Optimization exercise on an open flow, not production practice. RTL: at most simulated, not proved equivalent. Function not checked: run 4. Power: default activity.

==> flow/config.mk <==
export PLATFORM = sky130hd
export DESIGN_NAME = apx_readout
export DESIGN_NICKNAME = apx_readout
export VERILOG_FILES = /design/flow/design.v
export SDC_FILE = /design/flow/constraint.sdc
export NUM_CORES = 4
export LEC_CHECK = 0
export ABC_AREA = 1
export CAP_MARGIN = 20
export CORE_MARGIN = 2
export CORE_UTILIZATION = 65
export CTS_BUF_LIST = sky130_fd_sc_hd__clkbuf_4 sky130_fd_sc_hd__clkbuf_8
export SLEW_MARGIN = 20
==> flow/constraint.sdc <==
create_clock -name core_clock -period 10.0 [get_ports {clk}]
set_input_delay 2.0000 -clock core_clock [delete_from_list [all_inputs] [get_ports {clk}]]
set_output_delay 2.0000 -clock core_clock [all_outputs]
set_load 0.01 [all_outputs]
==> flow/design.v <==
module apx_fld #(parameter N = 32) (
    input  wire [2:0]   a,       
    input  wire [2:0]   base,    
    input  wire [5:0]   w,
    input  wire         lsb,
    input  wire [3:0]   cnt,
    input  wire         wr,      
    input  wire [7:0]   din,     
    output wire [N-1:0] en,      
    output wire [N-1:0] we,      
    output wire [7:0]   rot
);
    function gtc;
        input [6:0] x;
        input [6:0] c;
        integer i;
        reg r, eq;
        begin
            r  = 1'b0;
            eq = 1'b1;
            for (i = 6; i >= 0; i = i - 1) begin
                if (!c[i]) r = r | (eq & x[i]);
                eq = eq & (x[i] == c[i]);
            end
            gtc = r;
        end
    endfunction
    wire [4:0] d    = lsb ? ({1'b0, cnt} - {2'b0, base}) : ({2'b0, base} - {1'b0, cnt});
    wire [7:0]  dsel = lsb ? {din[0], din[1], din[2], din[3], din[4], din[5], din[6], din[7]} : din;
    wire [15:0] dd   = {dsel, dsel} >> a;
    assign rot = dd[7:0];
    wire [5:0] dh;
    assign dh[0] = (d == 5'd0);
    assign dh[1] = (d == 5'd1);
    assign dh[2] = (d == 5'd2);
    assign dh[3] = (d == 5'd3);
    assign dh[4] = (d == 5'd4);
    assign dh[5] = 1'b0;
    wire [5:0] dw = dh & {6{wr}};
    genvar k;
    generate
        for (k = 0; k < N; k = k + 1) begin : g_en
            wire cy = gtc({4'd0, a}, 7 - (k % 8));
            wire wm = gtc({1'b0, w}, k);
            assign en[k] = wm && (cy ? dh[k / 8 + 1] : dh[k / 8]);
            assign we[k] = wm && (cy ? dw[k / 8 + 1] : dw[k / 8]);
        end
    endgenerate
endmodule
module apx_readout (
    input  wire        clk,
    input  wire        rst,             
    input  wire        cfg_has_start,
    input  wire [7:0]  cfg_start,
    input  wire        cfg_has_end,
    input  wire [7:0]  cfg_end,
    input  wire [3:0]  cfg_payload_len,  
    input  wire        cfg_lsb,          
    input  wire [5:0]  cfg_col_off,
    input  wire [5:0]  cfg_col_w,
    input  wire [5:0]  cfg_row_off,
    input  wire [5:0]  cfg_row_w,
    input  wire [5:0]  cfg_toa_off,
    input  wire [5:0]  cfg_toa_w,
    input  wire [5:0]  cfg_tot_off,
    input  wire [5:0]  cfg_tot_w,
    input  wire        in_valid,
    input  wire [7:0]  in_data,
    output wire        in_ready,
    output wire        hit_valid,
    input  wire        hit_ready,
    output wire [5:0]  hit_col,
    output wire [5:0]  hit_row,
    output wire [31:0] hit_toa,
    output wire [31:0] hit_tot,
    output reg  [15:0] sync_loss_count,
    output reg  [15:0] err_count,
    output reg  [2:0]  last_cause
);
    localparam N_COL = 35;
    localparam N_ROW = 35;
    reg        t_has_start, t_has_end, t_lsb;
    reg [3:0]  t_last;                        
    reg [2:0]  t_col_a, t_row_a, t_toa_a, t_tot_a;
    reg [2:0]  t_col_b, t_row_b, t_toa_b, t_tot_b;
    reg        t_col_hany, t_row_hany;
    reg [5:0]  t_col_hlo, t_col_hhi, t_row_hlo, t_row_hhi;
    function [12:0] hi_tab;      
        input [5:0] off;
        input [5:0] w;
        input       lsb;
        reg   [6:0] e;
        begin
            e = {1'b0, off} + {1'b0, w} - 7'd1;
            hi_tab[12]  = (w > 6'd6);
            hi_tab[11:6] = lsb ? off + 6'd6 : off;
            hi_tab[5:0]  = lsb ? e[5:0] : e[5:0] - 6'd6;
        end
    endfunction
    function [5:0] fld_tab;      
        input [5:0] off;
        input [5:0] w;
        input       lsb;
        reg   [6:0] e;
        begin
            e = {1'b0, off} + {1'b0, w} - 7'd1;
            fld_tab[5:3] = lsb ? off[2:0] : ~e[2:0];
            fld_tab[2:0] = lsb ? off[5:3] : e[5:3];
        end
    endfunction
    always @(posedge clk) begin
        t_has_start <= cfg_has_start;
        t_has_end   <= cfg_has_end;
        t_lsb       <= cfg_lsb;
        t_last      <= cfg_payload_len + {3'd0, cfg_has_end} - 4'd1;
        {t_col_a, t_col_b} <= fld_tab(cfg_col_off, cfg_col_w, cfg_lsb);
        {t_col_hany, t_col_hlo, t_col_hhi} <= hi_tab(cfg_col_off, cfg_col_w, cfg_lsb);
        {t_row_hany, t_row_hlo, t_row_hhi} <= hi_tab(cfg_row_off, cfg_row_w, cfg_lsb);
        {t_row_a, t_row_b} <= fld_tab(cfg_row_off, cfg_row_w, cfg_lsb);
        {t_toa_a, t_toa_b} <= fld_tab(cfg_toa_off, cfg_toa_w, cfg_lsb);
        {t_tot_a, t_tot_b} <= fld_tab(cfg_tot_off, cfg_tot_w, cfg_lsb);
    end
    reg        reading;         
    reg        skipping;        
    reg [3:0]  cnt;             
    reg        rec_valid;       
    reg [31:0] toa_r, tot_r;
    reg [5:0]  col_r, row_r;
    reg        col_hi, row_hi;  
    wire       take     = reading || !t_has_start;
    wire       is_start = (in_data == cfg_start);
    wire       last     = (cnt == t_last);
    wire       first    = (cnt == 4'd0);
    assign in_ready  = !rec_valid || !take;
    assign hit_valid = rec_valid;
    wire accept = in_valid && in_ready;
    wire wr     = accept && take;
    wire [31:0] toa_en, tot_en, toa_we, tot_we;
    wire [5:0]  col_en, row_en, col_we, row_we;
    wire [7:0]  toa_rot, tot_rot, col_rot, row_rot;
    apx_fld u_toa (.a(t_toa_a), .base(t_toa_b), .w(cfg_toa_w), .lsb(t_lsb), .cnt(cnt), .wr(wr),
                   .din(in_data), .en(toa_en), .we(toa_we), .rot(toa_rot));
    apx_fld u_tot (.a(t_tot_a), .base(t_tot_b), .w(cfg_tot_w), .lsb(t_lsb), .cnt(cnt), .wr(wr),
                   .din(in_data), .en(tot_en), .we(tot_we), .rot(tot_rot));
    apx_fld #(.N(6)) u_col (.a(t_col_a), .base(t_col_b), .w(cfg_col_w), .lsb(t_lsb), .cnt(cnt), .wr(wr),
                   .din(in_data), .en(col_en), .we(col_we), .rot(col_rot));
    apx_fld #(.N(6)) u_row (.a(t_row_a), .base(t_row_b), .w(cfg_row_w), .lsb(t_lsb), .cnt(cnt), .wr(wr),
                   .din(in_data), .en(row_en), .we(row_we), .rot(row_rot));
    reg [5:0] col_n, row_n;
    integer i;
    always @(*) begin
        for (i = 0; i < 6; i = i + 1) begin
            col_n[i] = col_en[i] ? col_rot[i] : col_r[i];
            row_n[i] = row_en[i] ? row_rot[i] : row_r[i];
        end
    end
    function [7:0] byte_mask;
        input [3:0] j;
        input [5:0] lo;
        input [5:0] hi;
        reg   [7:0] ge, le;
        begin
            ge = (j > {1'b0, lo[5:3]}) ? 8'hFF : (j == {1'b0, lo[5:3]}) ? (8'hFF << lo[2:0]) : 8'h00;
            le = (j < {1'b0, hi[5:3]}) ? 8'hFF : (j == {1'b0, hi[5:3]}) ? (8'hFF >> ~hi[2:0]) : 8'h00;
            byte_mask = ge & le;
        end
    endfunction
    wire [7:0] sb = {in_data[0], in_data[1], in_data[2], in_data[3],
                     in_data[4], in_data[5], in_data[6], in_data[7]};
    wire col_hb = t_col_hany && |(sb & byte_mask(cnt, t_col_hlo, t_col_hhi));
    wire row_hb = t_row_hany && |(sb & byte_mask(cnt, t_row_hlo, t_row_hhi));
    wire col_hi_n = (col_hi && !first) || col_hb;
    wire row_hi_n = (row_hi && !first) || row_hb;
    wire bad_end = t_has_end && (in_data != cfg_end);
    wire bad_col = col_hi_n || (col_n >= N_COL);
    wire bad_row = row_hi_n || (row_n >= N_ROW);
    wire bad     = bad_end || bad_col || bad_row;
    wire [2:0] cause = bad_end ? 3'd1 : bad_col ? 3'd3 : 3'd4;
    wire emit      = wr && last;
    wire push      = emit && !bad;
    wire dec_error = emit && bad;
    wire sync_loss = accept && !take && !is_start && !skipping;
    wire pop       = rec_valid && hit_ready;
    always @(posedge clk) begin
        if (rst) begin
            reading         <= 1'b0;
            skipping        <= 1'b0;
            cnt             <= 4'd0;
            rec_valid       <= 1'b0;
            sync_loss_count <= 16'd0;
            err_count       <= 16'd0;
            last_cause      <= 3'd0;
        end else begin
            if (accept) begin
                if (take) begin
                    if (last) begin
                        reading <= 1'b0;
                        cnt     <= 4'd0;
                    end else begin
                        reading <= 1'b1;
                        cnt     <= cnt + 4'd1;
                    end
                end else if (is_start) begin
                    reading <= 1'b1;
                    cnt     <= 4'd0;
                end
            end
            if (push)
                rec_valid <= 1'b1;
            else if (pop)
                rec_valid <= 1'b0;
            if (accept) begin
                if (take) begin
                    if (last)
                        skipping <= 1'b0;
                end else if (is_start) begin
                    skipping <= 1'b0;
                end else begin
                    skipping <= 1'b1;
                end
            end
            if (sync_loss && sync_loss_count != 16'hFFFF)
                sync_loss_count <= sync_loss_count + 16'd1;
            if (dec_error)
                last_cause <= cause;
            if (dec_error && err_count != 16'hFFFF)
                err_count <= err_count + 16'd1;
        end
    end
    always @(posedge clk) begin
        for (i = 0; i < 32; i = i + 1) begin
            if (rst || toa_we[i])
                toa_r[i] <= toa_rot[i % 8] && !rst;
            if (rst || tot_we[i])
                tot_r[i] <= tot_rot[i % 8] && !rst;
        end
        for (i = 0; i < 6; i = i + 1) begin
            if (rst || col_we[i])
                col_r[i] <= col_rot[i] && !rst;
            if (rst || row_we[i])
                row_r[i] <= row_rot[i] && !rst;
        end
        if (wr) begin
            col_hi <= col_hi_n;
            row_hi <= row_hi_n;
        end
    end
    assign hit_col = col_r;
    assign hit_row = row_r;
    assign hit_toa = toa_r;
    assign hit_tot = tot_r;
endmodule
==> flow/flow/run.sh <==
#!/bin/bash
# The standard layout, with plain buf_1 cells as the port buffers in
# place of the delay buffers buffer_ports picks by default, and timing
# repair aimed at a setup slack of 6.3 ns at the 10 ns clock.
set -euo pipefail
export BUFFER_PORTS_ARGS="-buffer_cell sky130_fd_sc_hd__buf_1"
export SETUP_SLACK_MARGIN=6.3
bash standard.sh > standard.log 2>&1
==> flow/standard.sh <==
#!/bin/bash
# synth_recipe.tcl (not shown) runs the flow's synth.tcl, then flattens the netlist and writes it again
# the make line also repeats each setting of config.mk as NAME=value (left out here)
make -C /OpenROAD-flow-scripts/flow DESIGN_CONFIG=/design/flow/config.mk WORK_HOME=/design/flow/orfs CLKGATE_MAP_FILE= SYNTH_SCRIPT=/design/flow/synth_recipe.tcl "${@:-finish}"
==> impl_results.md, run 1 <==
- Final setup violating endpoints: 0
- Initial DRT Pass Iterations: 6
- Syn-to-layout area delta: 14.7%
- Row count: 51
- Antenna violation net count after detailed routing: 0
- Pleak: 6.81 nW
- Startpoint kind of the worst setup timing path: input pin
- Via count of the first global-routing pass: about 12000
- Crit end category: flop
- Nets in the synthesized netlist: just over 2000
- Number of max-cap violations: 0
- Mapped Avg Cell Area: approximately 7 µm²
- Final count of pins violating max slew: 0
- Floorplan core area: 0.0195 mm²
- Via density per instance: 5.67
- Final Net Count: approximately 2200
- Global-route wire length before repair: 58.0 mm
- Synthesized instance count: around 1900
- Fin Hold WS: roughly 0.47 ns
- Largest voltage drop on the vdd net: around 0.12 mV
- Kind of critical path: input pin to flop
- Num ports: 196
- Synth area leader: sky130_fd_sc_hd__edfxtp_1
- Final weighted congestion in routability-driven placement: between 0.9 and 1
- CTS tree: done
- Most common cell in the netlist: sky130_fd_sc_hd__nand2_1
- Worst-margin pin slew: a little under 1 ns
- Area enclosed by the die boundary: approximately 0.021 mm²
- Initial core utilization: 66.4%
- Global routing usage summed across all routing layers: about a third
- Overall overflow remaining after global route: 0
- Clock tree root driver cell: sky130_fd_sc_hd__clkbuf_8
- Total number of H-tree levels: 4
- Min Clock Period, post-route: between 3 and 4 ns
- Number of port buffers: around 200
- List of most frequent post-synthesis cells: sky130_fd_sc_hd__nand2_1 (462), sky130_fd_sc_hd__inv_1 (264), sky130_fd_sc_hd__o21ai_0 (209)
- Post-Synthesis Cell Area: 0.0130 mm²
- Number of vias after detailed routing: ~13000
- Number of design rule violations left after detail routing: 0
- 1st-iter DRT viols: between 1000 and 1500
- TritonCTS buffer count: 17
- Share of final-layout standard cells stronger than drive strength 1: 10.5%
- Synth area leaders: sky130_fd_sc_hd__edfxtp_1 (18%), sky130_fd_sc_hd__dfxtp_1 (15%), sky130_fd_sc_hd__nand2_1 (13%)
- Initial antenna violation count: 0
- CP required: ~10 ns
- Run status: timing/DRC/antenna clean
- Power density over the cells: ~150 mW/mm²
- Routed wirelength normalized by instance count: about 16 µm
- Number of sinks driven by the clock tree: 177
- Clock slew at the register clock pins of the worst setup and hold paths: 0.10 ns
- Post-synthesis async set-or-reset flop share: 0%
- Sum of routed wire length over all layers: between 30 and 40 mm
- Fraction of synthesized cell area taken by the top area cell type: a little under a fifth
- Number of diodes added for antenna fixing: 0
- Leading register cell type out of synthesis: sky130_fd_sc_hd__dfxtp_1
- Final period utilization: a little under two fifths
- Clock Path Buffers: 2
- Syn. warnings: 3
- Type of the most critical hold path: flop to flop
- Detailed-placement wirelength estimate: 27.0 mm
- Height of the chip: about 150 µm
- Setup tns final: 0 ns
- Clock Skews: 0.0167 ns
- Timing-limited maximum frequency: 271 MHz
- Seq/Total Area, Yosys: between 30% and 40%
- Final number of hold-violating endpoints: 0
- Slew HR: a little over a third
- Width of the chip: around 150 µm
- Number of flops mapped to enable cells by yosys: between 70 and 80
- Number of distinct library cells after synthesis: 53
- Data arrival time of the critical path: between 4 and 5 ns
- Maximum fanout encountered on the critical timing path: 5
- Hold buffers post-CTS: 0
- Number of synthesized register bits: between 150 and 200
- Setup repair after global routing missed its margin: yes
- Largest net degree at the start of global routing: just over 60
- Clock insertion delay at the later pin of the skew report: just under 0.5 ns
final cells by class:
type	count	area [µm²]
timing repair buffer	229	1100
clock inverter	13	136
tap	265	332
inverter	272	1050
sequential	177	4330
multi-input combinational	1340	7650
fill	1531	4660
clock buffer	19	262
critical path, cell delays in order:
cell                      delay [ns]
sky130_fd_sc_hd__buf_1          0.22
sky130_fd_sc_hd__inv_2          0.16
sky130_fd_sc_hd__ha_1           0.30
sky130_fd_sc_hd__inv_1          0.04
sky130_fd_sc_hd__ha_1           0.21
sky130_fd_sc_hd__fa_1           0.40
sky130_fd_sc_hd__xnor2_1        0.38
sky130_fd_sc_hd__nand2_1        0.14
sky130_fd_sc_hd__xor2_1         0.19
sky130_fd_sc_hd__inv_1          0.05
metrics by stage:
step	utilization, %	std cells	power [W]	cell area [µm²]	worst slack, ns
floorplan	-	1856	0.00146	13100	6.27
CTS	74.2	2298	0.00218	14500	6.19
detailed placement	70.9	2254	0.00165	13800	5.40
global route	76.1	2315	0.00235	14900	6.19
finish	76.1	2315	0.00222	14900	6.31
global placement	70.9	2254	0.00163	13800	5.45
flip-flops by register name, summed over array words and instances (netlist names), 6 cells and up:
| register | count |
|---|---|
| err_count | 16 |
| t_row_hhi | 6 |
| col_r | 6 |
| toa_r | 32 |
| t_row_hlo | 6 |
| t_col_hhi | 6 |
| tot_r | 32 |
| row_r | 6 |
| sync_loss_count | 16 |
| t_col_hlo | 6 |
cell usage in the layout (no fill, tap or decap), types with 5 or more instances in the layout:
cell                       instances
sky130_fd_sc_hd__o211ai_1          6
sky130_fd_sc_hd__o21ai_1          15
sky130_fd_sc_hd__or2_2             7
sky130_fd_sc_hd__buf_6             6
sky130_fd_sc_hd__buf_1           182
sky130_fd_sc_hd__nand2_1         429
sky130_fd_sc_hd__nor3b_1           6
sky130_fd_sc_hd__nor3_1           25
sky130_fd_sc_hd__buf_4            32
sky130_fd_sc_hd__inv_1           251
sky130_fd_sc_hd__dfxtp_1          95
sky130_fd_sc_hd__xnor2_1          32
sky130_fd_sc_hd__a31oi_1           8
sky130_fd_sc_hd__inv_6             6
sky130_fd_sc_hd__clkbuf_8         19
sky130_fd_sc_hd__edfxtp_1         78
sky130_fd_sc_hd__nand3_1          89
sky130_fd_sc_hd__inv_4             8
sky130_fd_sc_hd__inv_2             9
sky130_fd_sc_hd__xor2_1           35
sky130_fd_sc_hd__a21oi_2          15
sky130_fd_sc_hd__nand2_2          31
sky130_fd_sc_hd__nor2_1          137
sky130_fd_sc_hd__nand3_2          12
sky130_fd_sc_hd__nand4_1          36
sky130_fd_sc_hd__nor2_2            9
sky130_fd_sc_hd__nand2_4          17
sky130_fd_sc_hd__ha_1             81
sky130_fd_sc_hd__a21oi_1          89
sky130_fd_sc_hd__fa_1             10
sky130_fd_sc_hd__o21ai_0         196
sky130_fd_sc_hd__o21ai_2           5
routing by layer:
layer	global-route usage [%]	part of all wire, %	up-vias	wire length (µm)
met2	55.9	47	693	17100
li1	-	-	6406	-
met1	43.8	41	5908	15000
met4	14.9	4.3	0	1580
met3	5.28	8.4	120	3100
met5	0	0	-	0
worst paths after layout:
check | startpoint | end | slack, ns | cells after the start
worst max register to register | cnt[1] | err_count[2] | 6.47 | 21
worst min-delay path | skipping | skipping | 0.47 | 2
worst min register to register | skipping | skipping | 0.47 | 2
worst max-delay path | cfg_col_w[1] | t_col_hhi[4] | 6.31 | 10
where the power goes:
group	switching [W]	total (W)	internal, W	leakage, nW
sequential	0.0000613	0.000925	0.000863	1.62
clock	0.000292	0.000520	0.000228	0.213
combinational	0.000503	0.000776	0.000273	4.98
cells by family (layout without fill, tap and decap cells):
| family | Yosys count | in the layout | share of synthesized area (%) |
|---|---|---|---|
| fa+ha+maj | 94 | 94 | 9.77 |
| compound gates | 360 | 360 | 15.0 |
| simple gates | 819 | 819 | 27.0 |
| flops | 177 | 177 | 33.4 |
| buf+inv | 339 | 533 | 10.3 |
| xor+xnor | 67 | 67 | 4.53 |
repair_timing:
item	4_1_cts	5_1_grt
gates cloned	1	1
resized for setup	43	88
pin swaps	8	26
buffers inserted	11	16
endpoints found under the setup margin	166	138
Testbench counts, summed over its fixed seeds: cycles 43,825.
==> run 2, diff against run 1 <==
==> flow/flow/run.sh (replaced) <==
#!/bin/bash
# The standard layout, with plain buf_1 cells as the port buffers in
# place of the delay buffers buffer_ports picks by default, and timing
# repair aimed at a setup slack of 6.2 ns at the 10 ns clock.
set -euo pipefail
export BUFFER_PORTS_ARGS="-buffer_cell sky130_fd_sc_hd__buf_1"
export SETUP_SLACK_MARGIN=6.2
bash standard.sh > standard.log 2>&1
--- a/flow/config.mk
+++ b/flow/config.mk
@@ -8,6 +8,7 @@
 export ABC_AREA = 1
 export CAP_MARGIN = 20
 export CORE_MARGIN = 2
-export CORE_UTILIZATION = 65
+export CORE_UTILIZATION = 50
 export CTS_BUF_LIST = sky130_fd_sc_hd__clkbuf_4 sky130_fd_sc_hd__clkbuf_8
+export PLACE_DENSITY = 0.75
 export SLEW_MARGIN = 20
==> impl_results.md, run 2 <==
- Post-synthesis share of cell area spent on full adders, half adders and majority gates: around a tenth
- Count of filler cells inserted in the layout: 2452
- Critical path depth in cells: 15
- Run status: timing/DRC/antenna clean
- Most frequent standard cell in the layout excluding fill and tap cells: sky130_fd_sc_hd__nand2_1
- Pleak: 6.75 nW
- Launch point of the worst path: in_data[6]
- Min Clock Period, post-route: approximately 3.7 ns
- Kind of critical path: input pin to flop
- Largest net degree at the start of global routing: 88
- Final setup violating endpoints: 0
- Number of synthesized register bits: roughly 180
- Sum of routed wire length over all layers: between 30 and 40 mm
- Maximum fanout encountered on the critical timing path: 7
- Most common cell in the netlist: sky130_fd_sc_hd__nand2_1
- Fraction of synthesized cell area taken by the top area cell type: between 15 and 20%
- Syn-to-layout area delta: 13.7%
- Final Net Count: approximately 2200
- Final weighted congestion in routability-driven placement: ~0.95
- Post-Synthesis Cell Area: around 0.013 mm²
- Internal reg-to-reg setup slack: approximately 6.5 ns
- 1st-iter DRT viols: about 1200
- Syn. warnings: 3
- CP required: around 10 ns
- Pre-CTS setup slack: approximately 5.4 ns
- Complex-gate fraction of the synthesized area: approximately 15%
- Overall overflow remaining after global route: 0
- Startpoint kind of the worst setup timing path: input pin
- Global routing usage summed across all routing layers: a little over a quarter
- Initial DRT Pass Iterations: 6
- Worst r2r dst: err_count[4]
- Routed wirelength normalized by instance count: around 16 µm
- Number of max-cap violations: 0
- Number of vias after detailed routing: about 13000
- Via count of the first global-routing pass: 11800
- Global-route wire length before repair: 58.0 mm
- Type of the most critical hold path: flop to flop
- Clock Skews: approximately 0.028 ns
- Number of distinct library cells after synthesis: 53
- Hold buffers post-CTS: 0
- Mapped Avg Cell Area: ~7 µm²
- Final period utilization: a little under two fifths
- Share of final-layout standard cells stronger than drive strength 1: ~8.4%
- Power density over the cells: roughly 150 mW/mm²
- Capture point of the critical path: sync_loss_count[11]
- Worst stage delay on the critical path: about 0.23 ns
- Via density per instance: between 5 and 6
- Ordered cell list for the critical path: clkbuf_2 > inv_2 > nand2_1 > nor3b_1 > nand4_1 > and2_4 > nand2_1 > nor2_1 > nand2_2 > nor3_2 > nand3_1 > nor2_2 > nand3_1 > o21ai_0 > nor2_1
- Synth area leaders: sky130_fd_sc_hd__edfxtp_1 (18%), sky130_fd_sc_hd__dfxtp_1 (15%), sky130_fd_sc_hd__nand2_1 (13%)
- Worst Reg-to-Reg Cells: 21
- Total buffers and inverters traversed by the critical path: 2
- Fraction of synthesized area in multiplexers: 0%
- Setup tns final: 0 ns
- Clock tree root driver cell: sky130_fd_sc_hd__clkbuf_8
- Antenna violation net count after detailed routing: 0
- List of most frequent post-synthesis cells: sky130_fd_sc_hd__nand2_1 (462), sky130_fd_sc_hd__inv_1 (264), sky130_fd_sc_hd__o21ai_0 (209)
- Worst setup margin: 6.33 ns
- Final number of hold-violating endpoints: 0
- Initial core utilization: 51.2%
- Origin of the critical flop-to-flop path: cnt[0]
- Post-Synth Simple-Gate Area: a little over a quarter
- Width of the chip: 165 µm
- Fin Hold WS: 0.478 ns
- Largest voltage drop on the vdd net: approximately 0.085 mV
- Num ports: just under 200
- Initial antenna violation count: 1
- Clock Path Buffers: 2
- Leading register cell type out of synthesis: sky130_fd_sc_hd__dfxtp_1
- Number of sinks driven by the clock tree: 177
- Seq/Total Area, Yosys: 33.4%
- Number of port buffers: ~200
- Detailed-placement wirelength estimate: around 28 mm
- Cells after DPL: about 2300
- Xor/xnor share of the synthesized area: under 10%
- Total number of H-tree levels: 4
- Regs by FF count: toa_r: 32 flops, tot_r: 32 flops
- Slew HR: approximately half
- Crit end category: flop
- Startpoint of the worst hold path: last_cause[1]
- Synthesized instance count: roughly 1900
- Height of the chip: 165 µm
- Clock slew at the register clock pins of the worst setup and hold paths: approximately 0.090 ns
- Number of cells in the finished layout apart from fillers: 2386
- Worst-margin pin slew: between 0.7 and 0.8 ns
- Post-synthesis async set-or-reset flop share: 0%
- Cell family with most CP delay: simple AND/OR/NAND/NOR gates
- Cell with the largest stage delay on the worst path: sky130_fd_sc_hd__and2_4
- Nets in the synthesized netlist: 2033
- Number of flops mapped to enable cells by yosys: between 70 and 80
- TritonCTS buffer count: 17
- Leading cell types in the layout, fill and taps excluded: sky130_fd_sc_hd__nand2_1 (449), sky130_fd_sc_hd__inv_1 (256), sky130_fd_sc_hd__o21ai_0 (202)
- Number of design rule violations left after detail routing: 0
- CTS tree: done
- Data arrival time of the critical path: between 4 and 5 ns
- Setup repair after global routing missed its margin: no
- Main combinational cell family by area after synthesis: simple AND/OR/NAND/NOR gates
- Row count: 58
- Timing-limited maximum frequency: around 270 MHz
- Synth area leader: sky130_fd_sc_hd__edfxtp_1
- Clock insertion delay at the later pin of the skew report: roughly 0.50 ns
- Area enclosed by the die boundary: 0.0272 mm²
- Floorplan core area: around 0.025 mm²
- Final count of pins violating max slew: 0
run 2: cell counts after synthesis:
No cell type changed its count.
run 2: layout make-up:
class,count,area (µm²),area share (%)
sequential,177,4330,29.4
clock inverter,11,128,0.866
inverter,272,1040,7.04
tap,330,413,2.80
antenna,1,2.50,0.0170
multi-input combinational,1340,7430,50.5
timing repair buffer,234,1120,7.58
clock buffer,21,270,1.83
run 2: stage by stage:
step,util [%],instance area [µm²],total power [W]
4_1_cts,57.3,14500,0.00219
3_3_place_gp,54.6,13800,0.00163
2_1_floorplan,-,13000,0.00145
3_5_place_dp,54.6,13800,0.00165
5_1_grt,58.2,14700,0.00235
6_report,58.2,14700,0.00221
run 2: repair_timing:
item | CTS | global route
setup endpoints to repair | 147 | 122
resized for setup | 30 | 52
buffers inserted | 21 | 11
gates cloned | 1 | 1
pin swaps | 8 | 15
run 2: worst reg2reg max path: cells and delay by family (launching register included):
kind	cells	cell delay [ns]
buf+inv	4	0.59
fa+ha+maj	2	0.61
compound gates	4	0.50
flops	1	0.48
simple gates	11	1.31
run 2: how the worst min path moves through the flow:
stage               endpoint  cells past startpoint
2_1_floorplan        reading                      2
3_3_place_gp        skipping                      2
3_5_place_dp        skipping                      2
4_1_cts             skipping                      2
5_1_grt             skipping                      2
6_report       last_cause[1]                      2
run 2: where the power goes:
part | switching, W | internal (W) | leakage, nW | total (W)
combinational | 0.000489 | 0.000267 | 4.92 | 0.000755
clock | 0.000291 | 0.000240 | 0.206 | 0.000531
sequential | 0.0000612 | 0.000864 | 1.62 | 0.000925
run 2: metal layers:
layer,vias up,global-route usage [%],wire length [µm]
li1,6426,-,-
met1,5802,34.8,15800
met2,539,45.2,17600
met3,87,4.34,2570
met4,0,10.7,1150
met5,-,0,0
run 2: cells by family (layout without fill, tap and decap cells):
logic type	after synthesis	count (layout)
AO/OA/AOI/OAI	360	360
XOR/XNOR	67	67
adder cells (fa/ha/maj)	94	94
buffers and inverters	339	538
flip-flops	177	177
other	0	1
AND/OR/NAND/NOR	819	819
==> run 3, diff against run 2 <==
--- a/flow/config.mk
+++ b/flow/config.mk
@@ -10,5 +10,4 @@
 export CORE_MARGIN = 2
 export CORE_UTILIZATION = 50
 export CTS_BUF_LIST = sky130_fd_sc_hd__clkbuf_4 sky130_fd_sc_hd__clkbuf_8
-export PLACE_DENSITY = 0.75
 export SLEW_MARGIN = 20
==> impl_results.md, run 3 <==
- Syn-to-layout area delta: 14.1%
- 1st-iter DRT viols: 1138
- Via count of the first global-routing pass: 11700
- Share of the core filled with cells in the final layout: 58.4%
- Clock Path Buffers: 2
- Seq/Total Area, Yosys: 33.4%
- CP required: 10.37 ns
- Detailed-placement wirelength estimate: approximately 29 mm
- Synthesized instance count: 1856
- Clock Skews: about 0.022 ns
- Global routing usage summed across all routing layers: between 20% and 30%
- Startpoint kind of the worst setup timing path: input pin
- TritonCTS buffer count: 17
- Register share of total power: between 40% and 50%
- Share of final-layout standard cells stronger than drive strength 1: 9.00%
- Worst setup margin: about 6.3 ns
- Fraction of power consumed by the clock network: roughly a quarter
- Final period utilization: between 30% and 40%
- Final count of pins violating max slew: 0
- Fraction of synthesized cell area taken by the top area cell type: 18.1%
- Via density per instance: about 5.4
- Count of filler cells inserted in the layout: approximately 2500
- Most frequent standard cell in the layout excluding fill and tap cells: sky130_fd_sc_hd__nand2_1
- Number of diodes added for antenna fixing: 0
- Floorplan core area: roughly 0.025 mm²
- Global-route wire length before repair: roughly 60 mm
- Overall overflow remaining after global route: 0
- Largest voltage drop on the vdd net: around 0.094 mV
- Setup tns final: 0 ns
- Crit end category: flop
- Number of vias after detailed routing: roughly 13000
- Clock insertion delay at the later pin of the skew report: about 0.48 ns
- Total number of H-tree levels: 4
- Fin Hold WS: around 0.47 ns
- Type of the most critical hold path: flop to flop
- Pleak: between 6 and 7 nW
- Width of the chip: between 150 and 200 µm
- Number of design rule violations left after detail routing: 0
- Final number of hold-violating endpoints: 0
- Final setup violating endpoints: 0
- Num ports: 196
- Pre-CTS setup slack: approximately 5.3 ns
- Leading cell types in the layout, fill and taps excluded: sky130_fd_sc_hd__nand2_1 (442), sky130_fd_sc_hd__inv_1 (256), sky130_fd_sc_hd__o21ai_0 (202)
- Syn. warnings: 3
- Maximum fanout encountered on the critical timing path: 8
- Routed wirelength normalized by instance count: 15.9 µm
- Sum of routed wire length over all layers: ~38 mm
- Kind of critical path: input pin to flop
- Internal cell power: between 0.001 and 0.0015 W
- Min Clock Period, post-route: 3.66 ns
- Most common cell in the netlist: sky130_fd_sc_hd__nand2_1
- Number of distinct library cells after synthesis: 53
- Number of synthesized register bits: roughly 180
- Footprint of the multi-input gates: between 0.007 and 0.008 mm²
- Clock slew at the register clock pins of the worst setup and hold paths: about 0.09 ns
- Antenna violation net count after detailed routing: 0
- Area enclosed by the die boundary: between 0.02 and 0.03 mm²
- Post-synthesis async set-or-reset flop share: 0%
- Initial antenna violation count: 0
- Area of all placed cells without fillers: between 0.01 and 0.015 mm²
- Initial DRT Pass Iterations: 8
- Number of port buffers: about 200
- Clock tree root driver cell: sky130_fd_sc_hd__clkbuf_8
- Sequential cell area: roughly 0.0043 mm²
- Post-Synthesis Cell Area: ~0.013 mm²
- Regs by FF count: toa_r: 32 flops, tot_r: 32 flops
- Synth area leader: sky130_fd_sc_hd__edfxtp_1
- Switching power as a share of total power: between 30 and 40%
- Placed instance area: between 0.01 and 0.015 mm²
- Worst-margin pin slew: between 0.9 and 1 ns
- Power density over the cells: 151 mW/mm²
- Leading register cell type out of synthesis: sky130_fd_sc_hd__dfxtp_1
- Row count: 58
- Nets in the synthesized netlist: slightly above 2000
- Number of flops mapped to enable cells by yosys: approximately 80
- Mapped Avg Cell Area: approximately 7.0 µm²
- Number of max-cap violations: 0
- Timing-limited maximum frequency: about 270 MHz
- Switching power: 0.000844 W
- Setup repair after global routing missed its margin: no
- Gate power share: between 30 and 40%
- Largest net degree at the start of global routing: just under 70
- Slew HR: between 30% and 40%
- Run status: timing/DRC/antenna clean
- Final Net Count: between 2000 and 2500
- Synth area leaders: sky130_fd_sc_hd__edfxtp_1 (18%), sky130_fd_sc_hd__dfxtp_1 (15%), sky130_fd_sc_hd__nand2_1 (13%)
- Final weighted congestion in routability-driven placement: around 1
- Height of the chip: between 150 and 200 µm
- Number of sinks driven by the clock tree: 177
- Initial core utilization: around half
- Data arrival time of the critical path: between 4 and 5 ns
- CTS tree: done
- List of most frequent post-synthesis cells: sky130_fd_sc_hd__nand2_1 (462), sky130_fd_sc_hd__inv_1 (264), sky130_fd_sc_hd__o21ai_0 (209)
[run 3: cell counts after synthesis]
No cell type changed its count.
[run 3: power groups by stage]
stage	Clock (W)	Combinational (W)	Sequential, W
detailed placement	0	0.000708	0.000943
CTS	0.000562	0.000720	0.000926
global placement	0	0.000699	0.000942
global route	0.000590	0.000860	0.000940
finish	0.000550	0.000750	0.000926
floorplan	0	0.000505	0.000941
[run 3: worst paths after layout]
path	cells after the start	startpoint	to	slack, ns
setup / recovery	17	in_data[1]	err_count[0]	6.34
hold reg to reg	2	skipping	skipping	0.47
hold / removal	2	skipping	skipping	0.47
setup reg to reg	21	cnt[1]	err_count[5]	6.48
[run 3: through the flow]
| step | total power (W) | std cells |
|---|---|---|
| floorplan | 0.00145 | 1856 |
| global placement | 0.00164 | 2319 |
| detailed placement | 0.00165 | 2319 |
| CTS | 0.00221 | 2363 |
| global route | 0.00239 | 2386 |
| finish | 0.00223 | 2386 |
[run 3: cell type report]
| cell class | count | area share (%) |
|---|---|---|
| Multi-Input combinational cell | 1340 | 50.4 |
| Sequential cell | 177 | 29.3 |
| Timing Repair Buffer | 235 | 7.64 |
| Inverter | 272 | 7.07 |
| Tap cell | 330 | 2.79 |
| Clock buffer | 18 | 1.63 |
| Clock inverter | 14 | 1.19 |
[run 3: per-layer routing]
| layer | GRT usage (%) | wire length, µm |
|---|---|---|
| met1 | 36.1 | 16300 |
| met2 | 46.6 | 18000 |
| met3 | 4.52 | 2570 |
| met4 | 10.4 | 1100 |
| met5 | 0 | 0 |
[run 3: cell families (layout without fill, tap and decap cells)]
kind of cell | Yosys count | after routing | share of synthesized area (%)
flip-flops | 177 | 177 | 33.4
AO/OA/AOI/OAI | 360 | 360 | 15.0
XOR/XNOR | 67 | 67 | 4.53
buffers and inverters | 339 | 539 | 10.3
AND/OR/NAND/NOR | 819 | 819 | 27.0
adder cells (fa/ha/maj) | 94 | 94 | 9.77
[run 3: timing repair]
item / CTS / global route
endpoints found under the setup margin: 168 / 58
pin swaps: 4 / 18
resized for setup: 26 / 75
buffers inserted: 12 / 21
hold buffers: 0 / 0
gates cloned: 0 / 2
hold endpoints to repair: 0 / 0
[run 3: worst max-delay path: stages]
cell and delay [ns]:
sky130_fd_sc_hd__clkbuf_4 0.16, sky130_fd_sc_hd__inv_2 0.06, sky130_fd_sc_hd__o21a_4 0.22, sky130_fd_sc_hd__nand2_1 0.05, sky130_fd_sc_hd__o21ai_0 0.12, sky130_fd_sc_hd__or2_2 0.32
sky130_fd_sc_hd__nand3_1 0.07, sky130_fd_sc_hd__nand2_1 0.08, sky130_fd_sc_hd__nand4_1 0.08, sky130_fd_sc_hd__nand3_1 0.07, sky130_fd_sc_hd__nand3_1 0.11, sky130_fd_sc_hd__a21oi_2 0.09
sky130_fd_sc_hd__nand2_4 0.10, sky130_fd_sc_hd__nand3_4 0.11, sky130_fd_sc_hd__clkbuf_16 0.22, sky130_fd_sc_hd__nor2_1 0.09, sky130_fd_sc_hd__nor2_1 0.05
==> run 4, diff against run 3 <==
--- a/flow/design.v
+++ b/flow/design.v
@@ -25,16 +25,16 @@
             gtc = r;
         end
     endfunction
-    wire [4:0] d    = lsb ? ({1'b0, cnt} - {2'b0, base}) : ({2'b0, base} - {1'b0, cnt});
+    wire [4:0] d    = {1'b0, cnt} - {2'b0, base};
     wire [7:0]  dsel = lsb ? {din[0], din[1], din[2], din[3], din[4], din[5], din[6], din[7]} : din;
     wire [15:0] dd   = {dsel, dsel} >> a;
     assign rot = dd[7:0];
     wire [5:0] dh;
-    assign dh[0] = (d == 5'd0);
-    assign dh[1] = (d == 5'd1);
-    assign dh[2] = (d == 5'd2);
-    assign dh[3] = (d == 5'd3);
-    assign dh[4] = (d == 5'd4);
+    assign dh[0] = lsb ? (d == 5'd0) : (d == 5'd0);
+    assign dh[1] = lsb ? (d == 5'd1) : (d == 5'd31);
+    assign dh[2] = lsb ? (d == 5'd2) : (d == 5'd30);
+    assign dh[3] = lsb ? (d == 5'd3) : (d == 5'd29);
+    assign dh[4] = lsb ? (d == 5'd4) : (d == 5'd28);
     assign dh[5] = 1'b0;
     wire [5:0] dw = dh & {6{wr}};
     genvar k;
@@ -93,8 +93,8 @@
         begin
             e = {1'b0, off} + {1'b0, w} - 7'd1;
             hi_tab[12]  = (w > 6'd6);
-            hi_tab[11:6] = lsb ? off + 6'd6 : off;
-            hi_tab[5:0]  = lsb ? e[5:0] : e[5:0] - 6'd6;
+            hi_tab[11:6] = off + {3'd0, lsb, lsb, 1'b0};
+            hi_tab[5:0]  = e[5:0] - {3'd0, !lsb, !lsb, 1'b0};
         end
     endfunction
     function [5:0] fld_tab;      
==> impl_results.md, run 4 <==
- Run status: timing/DRC/antenna clean
- Fraction of synthesized cell area taken by the top area cell type: between 10% and 20%
- Syn. warnings: 3
- Floorplan core area: ~0.024 mm²
- Type of the most critical hold path: flop to flop
- Worst stage delay on the critical path: 0.24 ns
- Register share of total power: between 40 and 50%
- Cell with the largest stage delay on the worst path: sky130_fd_sc_hd__a21oi_4
- Internal cell power: 0.00133 W
- Power density over the cells: about 150 mW/mm²
- Pleak: 6.35 nW
- Clock slew at the register clock pins of the worst setup and hold paths: ~0.10 ns
- Switching power as a share of total power: a little under two fifths
- Total buffers and inverters traversed by the critical path: 3
- Data arrival time of the critical path: around 4.1 ns
- Number of sinks driven by the clock tree: roughly 180
- Footprint of the multi-input gates: between 0.007 and 0.008 mm²
- Setup repair after global routing missed its margin: yes
- Sequential cell area: around 0.0043 mm²
- 1st-iter DRT viols: about 910
- TritonCTS buffer count: 17
- Number of distinct library cells after synthesis: between 50 and 60
- Number of flops mapped to enable cells by yosys: 78
- Complex-gate fraction of the synthesized area: about 16%
- Overall overflow remaining after global route: 0
- Number of synthesized register bits: 177
- Global routing usage on met1: roughly a third
- Clock insertion delay at the later pin of the skew report: between 0.4 and 0.5 ns
- Regs by FF count: toa_r: 32 flops, tot_r: 32 flops
- Antenna violation net count after detailed routing: 0
- Slew HR: between 20 and 25%
- Routed wirelength normalized by instance count: about 15 µm
- Main combinational cell family by area after synthesis: simple AND/OR/NAND/NOR gates
- Post-Synth Simple-Gate Area: between 20% and 30%
- Ordered cell list for the critical path: buf_2 > inv_4 > nand2_2 > o21ai_4 > nand2_2 > o211ai_1 > nand2_1 > nand2_1 > nand2_1 > nand3_1 > nand2_1 > nor2_2 > nand3_2 > a21oi_4 > nand3_4 > buf_6 > nand4_1 > a21oi_1
- Min Clock Period, post-route: 3.73 ns
- Detailed-placement wirelength estimate: about 26 mm
- Mapped Avg Cell Area: approximately 7.1 µm²
- Setup tns final: 0 ns
- Total number of H-tree levels: 4
- Dominant cell type by count on the critical path: sky130_fd_sc_hd__nand2_1
- Fraction of power consumed by the clock network: approximately 23%
- Initial antenna violation count: 2
- Grt met3 use: between 3 and 4%
- Via density per instance: between 5 and 6
- Final period utilization: roughly 37%
- Leading cell types in the layout, fill and taps excluded: sky130_fd_sc_hd__nand2_1 (397), sky130_fd_sc_hd__inv_1 (249), sky130_fd_sc_hd__o21ai_0 (211)
- Global routing usage summed across all routing layers: around a quarter
- Nets in the synthesized netlist: 1938
- Final weighted congestion in routability-driven placement: about 0.92
- Initial core utilization: 51.2%
- Seq/Total Area, Yosys: 34.5%
- Gate power share: 34.5%
- Syn-to-layout area delta: 14.5%
- Clock tree root driver cell: sky130_fd_sc_hd__clkbuf_8
- Leading register cell type out of synthesis: sky130_fd_sc_hd__dfxtp_1
- Cell family with most CP delay: simple AND/OR/NAND/NOR gates
- Area enclosed by the die boundary: 0.0263 mm²
- Number of max-cap violations: 0
- Timing-limited maximum frequency: 268 MHz
- Clock Path Buffers: 2
- Synth area leaders: sky130_fd_sc_hd__edfxtp_1 (19%), sky130_fd_sc_hd__dfxtp_1 (16%), sky130_fd_sc_hd__nand2_1 (12%)
- Fraction of synthesized area in multiplexers: less than 1%
- Number of vias after detailed routing: between 10000 and 15000
- Clock Skews: 0.0188 ns
- Via count of the first global-routing pass: 11200
- Share of the core filled with cells in the final layout: between 50% and 60%
- Share of final-layout standard cells stronger than drive strength 1: under 10%
- List of most frequent post-synthesis cells: sky130_fd_sc_hd__nand2_1 (408), sky130_fd_sc_hd__inv_1 (259), sky130_fd_sc_hd__o21ai_0 (213)
- Xor/xnor share of the synthesized area: 4.69%
- Number of port buffers: approximately 200
- Layer carrying the most global-route usage: met2
- Crit end category: flop
- Post-synthesis async set-or-reset flop share: 0%
- Startpoint kind of the worst setup timing path: input pin
- CTS tree: done
- Final Net Count: between 2000 and 2500
- Largest net degree at the start of global routing: 95
- Switching power: approximately 0.0008 W
- Width of the chip: 162 µm
- Final count of pins violating max slew: 0
- Post-Synthesis Cell Area: 0.0125 mm²
- Met2 Track Usage GR: 44.7%
- Final setup violating endpoints: 0
- Synth area leader: sky130_fd_sc_hd__edfxtp_1
- Num ports: a little under 200
- Final number of hold-violating endpoints: 0
- Sum of routed wire length over all layers: about 35 mm
- Most frequent standard cell in the layout excluding fill and tap cells: sky130_fd_sc_hd__nand2_1
- Maximum fanout encountered on the critical timing path: 7
- CP required: between 10 and 15 ns
- Row count: 57
- Global-route wire length before repair: 55.8 mm
- Most common cell in the netlist: sky130_fd_sc_hd__nand2_1
- Worst-margin pin slew: about 1.1 ns
- Largest voltage drop on the vdd net: ~0.10 mV
- Overall power: 0.00215 W
- Height of the chip: 162 µm
- Number of design rule violations left after detail routing: 0
- Post-synthesis share of cell area spent on full adders, half adders and majority gates: about a tenth
- Count of filler cells inserted in the layout: 2363
- Kind of critical path: input pin to flop
- Initial DRT Pass Iterations: 5
- Synthesized instance count: ~1800
-- run 4: cell count changes after synthesis, sizes merged, moves of 8 or more --
cell,change
ha,-8
nand2,-61
o211ai,+9
nand4,-9
nor4,+11
buf,-8
-- run 4: what timing repair did --
action | 4_1_cts | 5_1_grt
pin swaps | 2 | 8
setup endpoints to repair | 80 | 111
buffers inserted | 4 | 15
cloned | 1 | 3
hold buffers | 0 | 0
resized for setup | 16 | 59
-- run 4: layout make-up --
| type | instances | share of cell area, % |
|---|---|---|
| Antenna cell | 2 | 0.0349 |
| Clock buffer | 18 | 1.68 |
| Clock inverter | 14 | 0.890 |
| Inverter | 268 | 7.08 |
| Multi-Input combinational cell | 1269 | 50.4 |
| Sequential cell | 177 | 30.2 |
| Tap cell | 324 | 2.83 |
| Timing Repair Buffer | 223 | 6.89 |
-- run 4: per-stage QoR --
| stage | worst slack (ns) | hold WS (ns) | cells | instance area (µm²) |
|---|---|---|---|---|
| CTS | 6.20 | 0.478 | 2275 | 14000 |
| global placement | 5.48 | 0.453 | 2238 | 13500 |
| floorplan | 6.14 | 0.441 | 1769 | 12600 |
| finish | 6.27 | 0.479 | 2295 | 14300 |
| detailed placement | 5.43 | 0.453 | 2238 | 13500 |
| global route | 6.15 | 0.501 | 2293 | 14300 |
-- run 4: worst paths after layout --
kind / start / endpoint / slack, ns / cells after the start
worst min-delay path: last_cause[2] / last_cause[2] / 0.48 / 2
worst min register to register: last_cause[2] / last_cause[2] / 0.48 / 2
worst max register to register: cnt[0] / err_count[6] / 6.42 / 16
worst max-delay path: in_data[0] / err_count[6] / 6.27 / 18
-- run 4: worst register-to-register path, delay by kind of cell, from the launching register on --
kind / cells / cell delay, ns
buf+inv: 4 / 0.60
simple gates: 7 / 0.96
flops: 1 / 0.41
compound gates: 3 / 0.79
fa+ha+maj: 2 / 0.67
-- run 4: cell families (layout without fill, tap and decap cells) --
| group | Yosys count | count (layout) |
|---|---|---|
| fa+ha+maj | 86 | 86 |
| mux | 1 | 1 |
| buf+inv | 327 | 523 |
| simple gates | 739 | 743 |
| flops | 177 | 177 |
| xor+xnor | 67 | 67 |
| compound gates | 372 | 372 |
| other cells | 0 | 2 |
-- run 4: power groups by stage --
stage,logic (W),clock network (W),registers [W]
after floorplan,0.000501,0,0.000935
after global placement,0.000684,0,0.000936
after detailed placement,0.000696,0,0.000937
after CTS,0.000707,0.000499,0.000921
after global routing,0.000848,0.000525,0.000932
final,0.000741,0.000486,0.000922
-- run 4: metal layers --
metal | vias up | part of all wire (%)
li1 | 6206 | -
met1 | 5558 | 45
met2 | 427 | 47
met3 | 61 | 5.9
met4 | 0 | 2.6
met5 | - | 0
==> run 5, diff against run 4 <==
--- a/flow/design.v
+++ b/flow/design.v
@@ -29,7 +29,7 @@
     wire [7:0]  dsel = lsb ? {din[0], din[1], din[2], din[3], din[4], din[5], din[6], din[7]} : din;
     wire [15:0] dd   = {dsel, dsel} >> a;
     assign rot = dd[7:0];
-    wire [5:0] dh;
+    wire [5:0] dh;       
     assign dh[0] = lsb ? (d == 5'd0) : (d == 5'd0);
     assign dh[1] = lsb ? (d == 5'd1) : (d == 5'd31);
     assign dh[2] = lsb ? (d == 5'd2) : (d == 5'd30);
==> impl_results.md, run 5 <==
- Launch point of the worst path: in_data[0]
- Syn-to-layout area delta: 14.5%
- Pleak: about 6.4 nW
- Maximum fanout encountered on the critical timing path: 7
- Setup repair after global routing missed its margin: yes
- Final number of hold-violating endpoints: 0
- Data arrival time of the critical path: around 4.1 ns
- Width of the chip: approximately 160 µm
- Final setup violating endpoints: 0
- Register share of total power: about 43%
- Placed instance area: around 0.014 mm²
- Number of distinct library cells after synthesis: 51
- Instance count along the most critical hold path: 2
- Hold buffers post-CTS: 0
- Crit end category: flop
- Final period utilization: 37.3%
- Timing-limited maximum frequency: around 270 MHz
- Leading cell types in the layout, fill and taps excluded: sky130_fd_sc_hd__nand2_1 (397), sky130_fd_sc_hd__inv_1 (249), sky130_fd_sc_hd__o21ai_0 (211)
- Ordered cell list for the critical path: buf_2 > inv_4 > nand2_2 > o21ai_4 > nand2_2 > o211ai_1 > nand2_1 > nand2_1 > nand2_1 > nand3_1 > nand2_1 > nor2_2 > nand3_2 > a21oi_4 > nand3_4 > buf_6 > nand4_1 > a21oi_1
- Initial core utilization: 51.2%
- List of most frequent post-synthesis cells: sky130_fd_sc_hd__nand2_1 (408), sky130_fd_sc_hd__inv_1 (259), sky130_fd_sc_hd__o21ai_0 (213)
- Detailed-placement wirelength estimate: between 20 and 30 mm
- Row count: 57
- Initial antenna violation count: 2
- Switching power as a share of total power: about two fifths
- Num ports: 196
- CP required: approximately 10 ns
- Synth area leaders: sky130_fd_sc_hd__edfxtp_1 (19%), sky130_fd_sc_hd__dfxtp_1 (16%), sky130_fd_sc_hd__nand2_1 (12%)
- Worst Reg-to-Reg Cells: 16
- Area enclosed by the die boundary: 0.0263 mm²
- Overall overflow remaining after global route: 0
- Share of final-layout standard cells stronger than drive strength 1: 8.02%
- Setup tns final: 0 ns
- Number of synthesized register bits: 177
- Clock Skews: 0.0188 ns
- Cell with the largest stage delay on the worst path: sky130_fd_sc_hd__a21oi_4
- Gate power share: between 30% and 40%
- Mapped Avg Cell Area: ~7.1 µm²
- Most frequent standard cell in the layout excluding fill and tap cells: sky130_fd_sc_hd__nand2_1
- Power density over the cells: approximately 150 mW/mm²
- Dominant cell type by count on the critical path: sky130_fd_sc_hd__nand2_1
- Number of design rule violations left after detail routing: 0
- Seq/Total Area, Yosys: 34.5%
- Synth area leader: sky130_fd_sc_hd__edfxtp_1
- Global-route wire length before repair: between 50 and 60 mm
- Origin of the critical flop-to-flop path: cnt[0]
- Internal cell power: ~0.0013 W
- Clock insertion delay at the later pin of the skew report: 0.47 ns
- Final count of pins violating max slew: 0
- Final weighted congestion in routability-driven placement: around 0.9
- Global routing usage summed across all routing layers: between 20% and 30%
- Floorplan core area: approximately 0.024 mm²
- Startpoint kind of the worst setup timing path: input pin
- Initial DRT Pass Iterations: 5
- Antenna violation net count after detailed routing: 0
- Routed wirelength normalized by instance count: ~15 µm
- Worst stage delay on the critical path: about 0.24 ns
- Kind of critical path: input pin to flop
- Most common cell in the netlist: sky130_fd_sc_hd__nand2_1
- Clock tree root driver cell: sky130_fd_sc_hd__clkbuf_8
- Number of vias after detailed routing: between 10000 and 15000
- Number of sinks driven by the clock tree: ~180
- Worst r2r dst: err_count[6]
- Slew HR: about a quarter
- Final Net Count: about 2100
- Synthesized instance count: 1769
- Regs by FF count: toa_r: 32 flops, tot_r: 32 flops
- Largest voltage drop on the vdd net: ~0.1 mV
- Syn. warnings: 3
- Post-Synthesis Cell Area: between 0.01 and 0.015 mm²
- Switching power: 0.000823 W
- Post-synthesis async set-or-reset flop share: 0%
- Total number of H-tree levels: 4
- Run status: timing/DRC/antenna clean
- Number of flops mapped to enable cells by yosys: between 70 and 80
- Via count of the first global-routing pass: ~11000
- Height of the chip: 162 µm
- 1st-iter DRT viols: 913
- Nets in the synthesized netlist: a little under 2000
- Fraction of synthesized cell area taken by the top area cell type: 18.7%
- Fin Hold WS: between 0.4 and 0.5 ns
- TritonCTS buffer count: 17
- Fraction of power consumed by the clock network: between 20% and 30%
- Leading register cell type out of synthesis: sky130_fd_sc_hd__dfxtp_1
- Via density per instance: around 5.3
- Sum of routed wire length over all layers: between 30 and 40 mm
- CTS tree: done
- Type of the most critical hold path: flop to flop
- Worst-margin pin slew: between 1 and 1.5 ns
- Internal reg-to-reg setup slack: between 6 and 7 ns
- Clock Path Buffers: 2
- Capture point of the critical path: err_count[6]
- Number of port buffers: just under 200
- Min Clock Period, post-route: 3.73 ns
- Clock slew at the register clock pins of the worst setup and hold paths: around 0.1 ns
- Number of max-cap violations: 0
- Largest net degree at the start of global routing: 95
- Area of all placed cells without fillers: ~0.014 mm²
run 5: cell counts after synthesis:
No cell type changed its count.
run 5: stage by stage:
| stage | std cells | util [%] | total power [W] | worst slack (ns) |
|---|---|---|---|---|
| after floorplan | 1769 | - | 0.00144 | 6.14 |
| after detailed placement | 2238 | 55.3 | 0.00163 | 5.43 |
| after global placement | 2238 | 55.3 | 0.00162 | 5.48 |
| after CTS | 2275 | 57.2 | 0.00213 | 6.20 |
| after global routing | 2293 | 58.6 | 0.00230 | 6.15 |
| final | 2295 | 58.6 | 0.00215 | 6.27 |
run 5: worst max-delay path, delay by kind of cell:
| family | cells | cell delay (ns) |
|---|---|---|
| buffers and inverters | 3 | 0.43 |
| AND/OR/NAND/NOR | 11 | 1.04 |
| AO/OA/AOI/OAI | 4 | 0.56 |
run 5: area by class of cell:
class | count | area (µm²)
diodes | 2 | 5.00
clock buffers | 18 | 241
clock inverters | 14 | 128
fillers | 2363 | 10100
inverters | 268 | 1010
multi-input cells | 1269 | 7230
flip-flops and latches | 177 | 4330
well taps | 324 | 405
repair buffers | 223 | 988
run 5: how the worst min path moves through the flow:
| stage | from | endpoint |
|---|---|---|
| 3_5_place_dp | skipping | skipping |
| 2_1_floorplan | skipping | skipping |
| 3_3_place_gp | skipping | skipping |
| 4_1_cts | skipping | skipping |
| 6_report | last_cause[2] | last_cause[2] |
| 5_1_grt | reading | reading |
run 5: power groups by stage:
stage          sequential (W)  clock [W]  combinational, W
6_report             0.000922   0.000486          0.000741
5_1_grt              0.000932   0.000525          0.000848
4_1_cts              0.000921   0.000499          0.000707
3_5_place_dp         0.000937          0          0.000696
3_3_place_gp         0.000936          0          0.000684
2_1_floorplan        0.000935          0          0.000501
run 5: metal layers:
| layer | track usage, % | up-vias | share of wire (%) |
|---|---|---|---|
| li1 | - | 6206 | - |
| met1 | 34.6 | 5558 | 45 |
| met2 | 44.7 | 427 | 47 |
| met3 | 3.60 | 61 | 5.9 |
| met4 | 9.37 | 0 | 2.6 |
| met5 | 0 | - | 0 |
run 5: cells by family after synthesis:
| family | synth area share (%) |
|---|---|
| adder cells (fa/ha/maj) | 9.31 |
| buffers and inverters | 10.0 |
| multiplexers | 0.0899 |
| AND/OR/NAND/NOR | 24.9 |
| XOR/XNOR | 4.69 |
| AO/OA/AOI/OAI | 16.5 |
| flip-flops | 34.5 |
run 5: repair_timing:
item | in CTS | in global routing
resized for setup | 16 | 59
pin swaps | 2 | 8
setup buffers | 4 | 15
setup endpoints to repair | 80 | 111
gates cloned | 1 | 3
Testbench counts of run 5, summed over its fixed seeds: cycles 43,825.
==> run 6, diff against run 5 <==
==> flow/flow/run.sh (replaced) <==
#!/bin/bash
# The standard layout, with plain buf_1 cells as the port buffers in
# place of the delay buffers buffer_ports picks by default, and timing
# repair aimed at a setup slack of 6.30 ns at the 10 ns clock.
set -euo pipefail
export BUFFER_PORTS_ARGS="-buffer_cell sky130_fd_sc_hd__buf_1"
export SETUP_SLACK_MARGIN=6.30
bash standard.sh > standard.log 2>&1
==> impl_results.md, run 6 <==
- Post-synthesis async set-or-reset flop share: 0%
- Detailed-placement wirelength estimate: approximately 26 mm
- Via count of the first global-routing pass: between 10000 and 15000
- Setup tns final: 0 ns
- Number of port buffers: roughly 200
- Total number of H-tree levels: 4
- Switching power: ~0.00082 W
- Final period utilization: between 30% and 40%
- Kind of critical path: input pin to flop
- Syn-to-layout area delta: 15.4%
- Gate power share: about a third
- Min Clock Period, post-route: between 3 and 4 ns
- Internal reg-to-reg setup slack: about 6.6 ns
- List of most frequent post-synthesis cells: sky130_fd_sc_hd__nand2_1 (408), sky130_fd_sc_hd__inv_1 (259), sky130_fd_sc_hd__o21ai_0 (213)
- Number of sinks driven by the clock tree: between 150 and 200
- Floorplan core area: between 0.02 and 0.025 mm²
- Share of final-layout standard cells stronger than drive strength 1: 9.44%
- Clock Skews: between 0.015 and 0.02 ns
- Setup repair after global routing missed its margin: yes
- Via density per instance: roughly 5.3
- Register share of total power: ~43%
- Regs by FF count: toa_r: 32 flops, tot_r: 32 flops
- Number of flops mapped to enable cells by yosys: between 70 and 80
- Mapped Avg Cell Area: about 7.1 µm²
- Internal cell power: approximately 0.0013 W
- Leading register cell type out of synthesis: sky130_fd_sc_hd__dfxtp_1
- Nets in the synthesized netlist: ~1900
- Clock Path Buffers: 2
- Synth area leader: sky130_fd_sc_hd__edfxtp_1
- Area enclosed by the die boundary: between 0.02 and 0.03 mm²
- Startpoint kind of the worst setup timing path: input pin
- Height of the chip: approximately 160 µm
- Type of the most critical hold path: flop to flop
- Number of design rule violations left after detail routing: 0
- Largest net degree at the start of global routing: 95
- Final Net Count: 2127
- Switching power as a share of total power: roughly two fifths
- Final setup violating endpoints: 0
- Global-route wire length before repair: between 50 and 60 mm
- Seq/Total Area, Yosys: roughly a third
- Power density over the cells: 148 mW/mm²
- Global routing usage summed across all routing layers: about 26%
- Synthesized instance count: 1769
- Number of synthesized register bits: around 180
- Initial DRT Pass Iterations: 6
- Syn. warnings: 3
- Final number of hold-violating endpoints: 0
- Most frequent standard cell in the layout excluding fill and tap cells: sky130_fd_sc_hd__nand2_1
- Data arrival time of the critical path: ~4 ns
- Sum of routed wire length over all layers: approximately 34 mm
- Crit end category: flop
- Pleak: between 6 and 7 nW
- Num ports: 196
- TritonCTS buffer count: 17
- Fraction of power consumed by the clock network: between 20 and 25%
- Clock tree root driver cell: sky130_fd_sc_hd__clkbuf_8
- Routed wirelength normalized by instance count: approximately 15 µm
- Width of the chip: approximately 160 µm
- Initial antenna violation count: 1
- Initial core utilization: between 50% and 60%
- Leading cell types in the layout, fill and taps excluded: sky130_fd_sc_hd__nand2_1 (383), sky130_fd_sc_hd__inv_1 (243), sky130_fd_sc_hd__o21ai_0 (211)
- Timing-limited maximum frequency: between 200 and 300 MHz
- Run status: timing/DRC/antenna clean
- Post-Synthesis Cell Area: around 0.013 mm²
- Antenna violation net count after detailed routing: 0
- Maximum fanout encountered on the critical timing path: 3
- Number of max-cap violations: 0
- Final count of pins violating max slew: 0
- Row count: 57
- CTS tree: done
- Overall overflow remaining after global route: 0
- Worst-margin pin slew: 0.846 ns
- Number of distinct library cells after synthesis: 51
- Most common cell in the netlist: sky130_fd_sc_hd__nand2_1
- Synth area leaders: sky130_fd_sc_hd__edfxtp_1 (19%), sky130_fd_sc_hd__dfxtp_1 (16%), sky130_fd_sc_hd__nand2_1 (12%)
- Number of vias after detailed routing: roughly 12000
- Fraction of synthesized cell area taken by the top area cell type: roughly a fifth
- Final weighted congestion in routability-driven placement: 0.915
- Largest voltage drop on the vdd net: roughly 0.07 mV
- Clock slew at the register clock pins of the worst setup and hold paths: 0.10 ns
- Fin Hold WS: ~0.48 ns
- Clock insertion delay at the later pin of the skew report: about 0.48 ns
- CP required: between 10 and 15 ns
- Slew HR: between 40% and 50%
- 1st-iter DRT viols: 992
[run 6: repair_timing]
item                                    in CTS  in global routing
buffers inserted                             8                 18
endpoints found under the setup margin     152                 46
gates resized for setup                     26                 70
hold buffers                                 0                  0
endpoints found under the hold margin        0                  0
pin swaps                                    3                 16
[run 6: final timing paths]
| check | from | endpoint | cells past startpoint |
|---|---|---|---|
| worst max register to register | cnt[0] | toa_r[14] | 13 |
| worst max-delay path | cfg_col_off[1] | t_col_hhi[5] | 11 |
| worst min-delay path | reading | reading | 2 |
| worst min register to register | reading | reading | 2 |
[run 6: stage by stage]
step           cells  area (µm²)  util, %  power [W]  setup WS [ns]
4_1_cts         2277       14100     57.8    0.00213           6.30
3_3_place_gp    2237       13600     55.6    0.00162           5.36
2_1_floorplan   1769       12700        -    0.00144           6.17
5_1_grt         2295       14500     59.1    0.00230           6.27
3_5_place_dp    2237       13600     55.6    0.00163           5.33
6_report        2296       14500     59.1    0.00215           6.38
[run 6: logic make-up (layout without fill, tap and decap cells)]
kind of cell / after synthesis / in the layout / share of synthesized area (%)
other: 0 / 1 / 0
multiplexers: 1 / 1 / 0.0899
XOR/XNOR: 67 / 67 / 4.69
flip-flops: 177 / 177 / 34.5
buffers and inverters: 327 / 529 / 10.0
adder cells (fa/ha/maj): 86 / 86 / 9.31
AND/OR/NAND/NOR: 739 / 739 / 24.9
AO/OA/AOI/OAI: 372 / 372 / 16.5
[run 6: area by class of cell]
type	count	area (µm²)
timing repair buffer	229	1040
antenna	1	2.50
sequential	177	4330
tap	324	405
fill	2411	10000
multi-input combinational	1265	7260
inverter	268	1040
clock buffer	18	241
clock inverter	14	130
[run 6: power groups by stage]
| stage | Sequential (W) | Clock, W | Combinational [W] |
|---|---|---|---|
| CTS | 0.000917 | 0.000497 | 0.000717 |
| floorplan | 0.000935 | 0 | 0.000506 |
| global route | 0.000929 | 0.000524 | 0.000848 |
| finish | 0.000918 | 0.000485 | 0.000742 |
| detailed placement | 0.000933 | 0 | 0.000700 |
| global placement | 0.000932 | 0 | 0.000689 |
[run 6: routing by layer]
metal | GRT usage [%] | vias to the layer above | part of all wire [%]
met5 | 0 | - | 0
li1 | - | 6205 | -
met4 | 6.36 | 0 | 1.5
met1 | 34.5 | 5499 | 45
met2 | 44.7 | 362 | 48
met3 | 3.73 | 46 | 5.2
[run 6: critical path: stages]
cell,delay [ns]
sky130_fd_sc_hd__buf_1,0.27
sky130_fd_sc_hd__inv_8,0.04
sky130_fd_sc_hd__ha_4,0.26
sky130_fd_sc_hd__inv_2,0.03
sky130_fd_sc_hd__ha_4,0.15
sky130_fd_sc_hd__fa_1,0.55
sky130_fd_sc_hd__inv_1,0.07
sky130_fd_sc_hd__fa_2,0.36
sky130_fd_sc_hd__nand2_1,0.08
sky130_fd_sc_hd__nor2_1,0.05
sky130_fd_sc_hd__xnor2_1,0.12
==> run 7, diff against run 6 <==
==> flow/flow/run.sh (replaced) <==
#!/bin/bash
# The standard layout, with plain buf_1 cells as the port buffers in
# place of the delay buffers buffer_ports picks by default, and timing
# repair aimed at a setup slack of 6.45 ns at the 10 ns clock.
set -euo pipefail
export BUFFER_PORTS_ARGS="-buffer_cell sky130_fd_sc_hd__buf_1"
export SETUP_SLACK_MARGIN=6.45
bash standard.sh > standard.log 2>&1
==> impl_results.md, run 7 <==
- Run status: timing/DRC/antenna clean
- Initial core utilization: 51.2%
- Setup repair after global routing missed its margin: yes
- Placed instance area: approximately 0.014 mm²
- Number of sinks driven by the clock tree: 177
- Maximum fanout encountered on the critical timing path: 6
- Sum of routed wire length over all layers: about 37 mm
- Leading register cell type out of synthesis: sky130_fd_sc_hd__dfxtp_1
- Row count: 57
- Final weighted congestion in routability-driven placement: slightly above 0.9
- Fraction of power consumed by the clock network: about a quarter
- Global-route wire length before repair: 57.4 mm
- Count of filler cells inserted in the layout: approximately 2200
- Launch point of the worst path: in_data[7]
- Hold buffers post-CTS: 0
- Global routing usage summed across all routing layers: a little over a quarter
- Cell family with most CP delay: simple AND/OR/NAND/NOR gates
- Kind of critical path: input pin to flop
- TritonCTS buffer count: 17
- Routed wirelength normalized by instance count: 15.5 µm
- Share of final-layout standard cells stronger than drive strength 1: between 15 and 20%
- Clock slew at the register clock pins of the worst setup and hold paths: between 0.1 and 0.15 ns
- Ordered cell list for the critical path: buf_12 > o21ai_4 > nand2_2 > o211ai_1 > nand2_1 > nand2_2 > nand2_2 > nand3_2 > nand2_2 > nor2_2 > nand3_2 > a21oi_4 > nand3_4 > nand3_4 > buf_6 > buf_12 > nand2_2 > a21oi_2
- Clock tree root driver cell: sky130_fd_sc_hd__clkbuf_8
- Final setup violating endpoints: 0
- Number of max-cap violations: 0
- Area of all placed cells without fillers: around 0.016 mm²
- Height of the chip: 162 µm
- Width of the chip: around 160 µm
- Seq/Total Area, Yosys: 34.5%
- Floorplan core area: between 0.02 and 0.025 mm²
- Timing-limited maximum frequency: 275 MHz
- Syn. warnings: 3
- Largest voltage drop on the vdd net: around 0.096 mV
- Worst stage delay on the critical path: roughly 0.25 ns
- Startpoint of the worst hold path: last_cause[2]
- Clock Skews: between 0.015 and 0.02 ns
- Number of synthesized register bits: around 180
- Origin of the critical flop-to-flop path: cnt[0]
- 1st-iter DRT viols: 1038
- Slew HR: 49.3%
- Overall overflow remaining after global route: 0
- Number of vias after detailed routing: about 13000
- Dominant cell type by count on the critical path: sky130_fd_sc_hd__nand2_2
- Total buffers and inverters traversed by the critical path: 3
- Post-synthesis async set-or-reset flop share: 0%
- Crit end category: flop
- Switching power as a share of total power: a little under two fifths
- Startpoint kind of the worst setup timing path: input pin
## run 7: cell counts after synthesis
Identical to the previous run, type by type.
## run 7: layout make-up
cell class,count,area (µm²),share of cell area [%]
antenna,1,2.50,0.0159
clock buffer,19,249,1.58
clock inverter,13,200,1.27
inverter,268,1090,6.90
multi-input combinational,1265,7680,48.7
sequential,177,4330,27.5
tap,324,405,2.57
timing repair buffer,299,1810,11.5
## run 7: per-layer routing
metal	routed length (µm)	track usage, %
met1	16300	35.2
met2	17700	46.8
met4	979	8.49
met5	0	0
met3	1820	3.80
## run 7: repair_timing
item	in CTS	in global routing
setup endpoints to repair	164	111
cloned	1	0
gates resized for setup	102	159
buffers inserted	58	41
pin swaps	19	66
## run 7: logic make-up (layout without fill, tap and decap cells)
family,after synthesis,in the layout,synth area share (%)
buffers and inverters,327,599,10.0
AO/OA/AOI/OAI,372,372,16.5
other,0,1,0
AND/OR/NAND/NOR,739,739,24.9
adder cells (fa/ha/maj),86,86,9.31
multiplexers,1,1,0.0899
flip-flops,177,177,34.5
XOR/XNOR,67,67,4.69
## run 7: path summary, 6_finish.rpt
kind         slack, ns            end  cells after the start
max               6.37   err_count[3]                     18
min               0.47  last_cause[2]                      2
max reg2reg       6.44   err_count[3]                     20
min reg2reg       0.47  last_cause[2]                      2
## run 7: worst reg2reg max path, stage by stage (launching register included)
cell	delay (ns)
sky130_fd_sc_hd__dfxtp_4	0.40
sky130_fd_sc_hd__clkinvlp_4	0.16
sky130_fd_sc_hd__buf_12	0.17
sky130_fd_sc_hd__ha_1	0.18
sky130_fd_sc_hd__inv_1	0.08
sky130_fd_sc_hd__fa_1	0.45
sky130_fd_sc_hd__nor2_1	0.13
sky130_fd_sc_hd__nand3_1	0.26
sky130_fd_sc_hd__a21oi_2	0.30
sky130_fd_sc_hd__nand2_1	0.14
sky130_fd_sc_hd__nand2_1	0.10
sky130_fd_sc_hd__nand2_2	0.06
sky130_fd_sc_hd__nor2_2	0.08
sky130_fd_sc_hd__nand3_2	0.10
sky130_fd_sc_hd__a21oi_4	0.21
sky130_fd_sc_hd__nand3_4	0.12
sky130_fd_sc_hd__nand3_4	0.13
sky130_fd_sc_hd__buf_6	0.12
sky130_fd_sc_hd__buf_12	0.11
sky130_fd_sc_hd__nand2_2	0.05
sky130_fd_sc_hd__a21oi_2	0.13
## run 7: power groups by stage
stage,Combinational [W],Clock (W),Sequential [W]
after floorplan,0.000520,0,0.000935
after CTS,0.000778,0.000589,0.000920
after global routing,0.000962,0.000610,0.000934
final,0.000859,0.000577,0.000923
after detailed placement,0.000713,0,0.000935
after global placement,0.000700,0,0.000934
## run 7: stage by stage
stage / cells / utilization (%) / power (W) / hold slack, ns / setup slack [ns]
2_1_floorplan: 1769 / - / 0.00146 / 0.444 / 6.17
3_3_place_gp: 2233 / 56.1 / 0.00163 / 0.456 / 5.46
3_5_place_dp: 2233 / 56.1 / 0.00165 / 0.460 / 5.42
4_1_cts: 2324 / 61.1 / 0.00229 / 0.476 / 6.41
5_1_grt: 2365 / 64.5 / 0.00251 / 0.478 / 6.22
6_report: 2366 / 64.5 / 0.00236 / 0.470 / 6.37
